This is an optimization exercise on Yosys and OpenROAD, whose aim is small area, a short achievable clock period and few clock cycles, not a production implementation. Only simulation tests tie the RTL to the original design; equivalence was not proved. Power is estimated from default activity; no workload was simulated.

Setup of fjord:
==> flow/design.v (excerpt) <==
module ca_engine (
    input  wire        clk,
    input  wire        rst,         
    input  wire        cmd_valid,
    output wire        cmd_ready,
    input  wire [31:0] cmd,
    output reg         rsp_valid,
    output reg  [3:0]  rsp_err,
    output reg  [31:0] rsp_data
);
Size in the first run: about 10000 cells after synthesis, roughly 1100 flip-flops, roughly 0.11 mm^2 of cells after synthesis.
Settings: LEC_CHECK=0, CAP_MARGIN=20, CORE_MARGIN=2, CORE_UTILIZATION=55, CTS_CLUSTER_DIAMETER=200, CTS_CLUSTER_SIZE=20, PLACE_DENSITY=0.7, SETUP_SLACK_MARGIN=2.45, SLEW_MARGIN=20; clock period 5.0 ns.
run.sh (not shown) runs the stock make flow with config.mk's settings and CLKGATE_MAP_FILE= SYNTH_SCRIPT=/design/flow/synth_recipe.tcl, a recipe that flattens the netlist after the stock synthesis.
Testbench counts of fjord, summed over its fixed seeds: cycles 7,700.
Inputs modified between fjord and yarrow:
--- a/flow/design.v
+++ b/flow/design.v
@@ -30,19 +30,19 @@
     localparam [7:0] OP_RDCELL  = 8'h43;
     localparam [7:0] OP_RDKS    = 8'h44;
     localparam [7:0] OP_RDCFG   = 8'h45;
     localparam [7:0] OP_RDRULE  = 8'h46;
     localparam [7:0] OP_RDPARAM = 8'h47;
     localparam [7:0] OP_RESET   = 8'hF0;
     localparam [7:0] R_HOLD  = 8'hCC;      
     localparam [7:0] R_SHIFT = 8'hAA;      
     localparam [7:0] R_CLEAR = 8'h00;
-    localparam [3:0] SEED_LAST = 4'd14;    
+    localparam [3:0] SEED_LAST = 4'd13;    
     localparam [3:0] GEN_CYC   = 8 / G;    
     reg [4*W-1:0] rows;         
     reg [255:0]   rules;        
     reg [15:0]    slen;         
     reg [2:0]     nlayers;
     reg           stream;
     reg [31:0]    len;
     reg [31:0]    keypar;       
     reg [5:0]     klen;
@@ -113,19 +113,19 @@
     reg [11:0] rsv;             
     reg        cur_step;
     reg [7:0]  cur_x;
     reg        lag_v, lag_bc, lag_last, lag_step, ext1_q;
     reg [7:0]  lag_x;
     reg        sd;              
     reg [3:0]  seed_t;
     reg [5:0]  base_q;          
     reg [5:0]  end_q;           
-    reg [5:0]  kl_q;            
+    reg [31:0] outp1_q;         
     reg [4:0]  kw_idx;          
     reg        kw_v, kw_bit;
     reg        nz_q;            
     reg [47:0] ptr;
     reg [7:0]  inj_q;
     reg        rc_act;          
     reg [6:0]  rc_t;
     reg [6:0]  rc_idx;
     reg [1:0]  rc_lay;
@@ -215,19 +215,19 @@
             end else begin
                 grule[l]  = rules[{l[1:0], rsa[l*3 +: 3]}*8 +: 8];
                 grule2[l] = rules[{l[1:0], rsb[l*3 +: 3]}*8 +: 8];
             end
             if (rr_lay == l) rdrule = rules[{l[1:0], rsa[l*3 +: 3]}*8 +: 8];
         end
     end
     wire step_nx = start_gen ? d_step : cur_step;    
     wire ld_gen  = start_gen | gen_more;
-    wire ld_seed = sd & ~seed_last & (seed_t != 4'd0);
+    wire ld_seed = sd & ~seed_last;
     wire ld_rot  = start_rc | (rc_act & (rc_t < 7'd100));
     wire [63:0] ekey = {23'd0, keypar, TAG_PAR};
     function [5:0] pmod;
         input [6:0] x;
         input       st;
         input [5:0] kl;
         integer k;
         begin
             pmod = 6'd9;
@@ -246,19 +246,19 @@
     function integer seg_of_top;       
         input integer i;
         integer s;
         begin
             seg_of_top = -1;
             for (s = 0; s < 8; s = s + 1)
                 if (seg_top(s) == i) seg_of_top = s;
         end
     endfunction
-    wire inj_on = sd & (seed_t > 4'd1);
+    wire inj_on = sd & (seed_t != 4'd0);
     wire [4*W-1:0] mid;         
     wire [4*W-1:0] fin;         
     wire [4*W-1:0] rows_d;
     genvar gl, gi;
     generate
         for (gl = 0; gl < 4; gl = gl + 1) begin : LAY
             for (gi = 0; gi < W; gi = gi + 1) begin : MIDC
                 wire [2:0] p = {rows[gl*W + ((gi + W - 1) % W)],
                                 rows[gl*W + gi],
@@ -395,31 +395,28 @@
             sd <= 1'b0;
         else if (start_seed)
             sd <= 1'b1;
         else if (seed_last)
             sd <= 1'b0;
         if (start_seed) begin
             seed_t <= 4'd0;
             base_q <= stream ? 6'd0 : 6'd9;
             end_q  <= klen + 6'd9;
-            kl_q   <= klen;
+            ptr    <= {pmod(7'd88, stream, klen), pmod(7'd78, stream, klen),
+                       pmod(7'd65, stream, klen), pmod(7'd52, stream, klen),
+                       pmod(7'd39, stream, klen), pmod(7'd26, stream, klen),
+                       pmod(7'd13, stream, klen), stream ? 6'd0 : 6'd9};
             nz_q   <= stream | (klen != 6'd0);
         end else if (sd) begin
             seed_t <= seed_t + 4'd1;
-            if (seed_t == 4'd0)
-                ptr <= {pmod(7'd88, stream, kl_q), pmod(7'd78, stream, kl_q),
-                        pmod(7'd65, stream, kl_q), pmod(7'd52, stream, kl_q),
-                        pmod(7'd39, stream, kl_q), pmod(7'd26, stream, kl_q),
-                        pmod(7'd13, stream, kl_q), base_q};
             for (s = 0; s < 8; s = s + 1) begin
-                if (seed_t != 4'd0)
-                    ptr[s*6 +: 6] <= (ptr[s*6 +: 6] + 6'd1 == end_q) ? base_q : ptr[s*6 +: 6] + 6'd1;
-                inj_q[s] <= nz_q ? ekey[ptr[s*6 +: 6]] : ((s == 3) && (seed_t == 4'd12));
+                ptr[s*6 +: 6] <= (ptr[s*6 +: 6] + 6'd1 == end_q) ? base_q : ptr[s*6 +: 6] + 6'd1;
+                inj_q[s] <= nz_q ? ekey[ptr[s*6 +: 6]] : ((s == 3) && (seed_t == 4'd11));
             end
         end
         if (rst)
             rc_act <= 1'b0;
         else if (start_rc)
             rc_act <= 1'b1;
         else if (rc_last)
             rc_act <= 1'b0;
         if (start_rc) begin
@@ -436,19 +433,20 @@
             rsv    <= rsa;
             rsa    <= {4{c_q[10:8]}};
         end
         if (rr_act)
             rsa <= rsv;
         bulk_q <= rst | soft_reset;
         zero_p <= bulk_q;
         eq0_q  <= ((consume_idle & d_lenlo) ? eq_lo_imm : eq_lo) &
                   ((consume_idle & d_lenhi) ? eq_hi_imm : eq_hi);
-        eqp1_q <= (len == outcnt + 32'd1);
+        outp1_q <= outcnt + 32'd1;
+        eqp1_q <= (len == outp1_q);
         kw_v   <= consume_idle & ok_push;
         kw_idx <= klen[4:0];
         kw_bit <= c_q[0];
         if (kw_v) keypar[kw_idx] <= kw_bit;
         if (consume_idle) begin
             if (d_cfg | ok_push) seeded <= 1'b0;
             if (d_mode)   stream <= c_q[3];
             if (d_nl)     nlayers <= c_q[2:0];
             for (l = 0; l < 4; l = l + 1) begin
==> run summary <==
- Per the final summary, fjord finished and its layout is clean on timing, DRC and antenna.
- yarrow finished every step from synthesis to the final layout, and the layout passed the timing, design-rule and antenna checks.
- Summary of yarrow over fjord: power in sequential cells shows an increase of about 4%; number of nets produced by synthesis moved up; power dissipated in combinational cells picked up an extra about 7%; final area now sits higher.
- Relative to fjord, the count of flip-flops with a built-in enable after synthesis of yarrow is lower by about 3%.
Testbench counts of yarrow, summed over its fixed seeds: cycles 7,660.

## static timing again, ports no longer ideal
The flow's constraints put no driver on any port. The routed layouts listed below were extracted and timed again, unchanged, in two steps. Step 1 (the two cells are an assumption about what drives the block):
set clk [get_ports {clk}]
set_driving_cell -lib_cell sky130_fd_sc_hd__clkbuf_16 $clk
set_driving_cell -lib_cell sky130_fd_sc_hd__buf_2 [delete_from_list [all_inputs] $clk]
Step 2 moves the port delays by t, midway between the first and last clock arrival at a register: inputs arrive t later, outputs are due t later. That takes back most of the time a late clock gives input paths. a / b / c = ideal ports / drivers / drivers and shift; a / b = the first two.
run	t (ns)	setup WS [ns]	worst setup path after step 2	clock arrival spread, ns	cell pins on the clock port's net
fjord	0.820	2.345 / 2.345 / 1.648	input to register	0.039 / 0.038	1
yarrow	0.830	2.183 / 2.183 / 1.754	input to register	0.051 / 0.052	1
After both steps setup and hold are still met in every run listed. The setup slack of fjord, which loses most, moves by 0.000 ns with the drivers and by -0.697 ns with both steps.
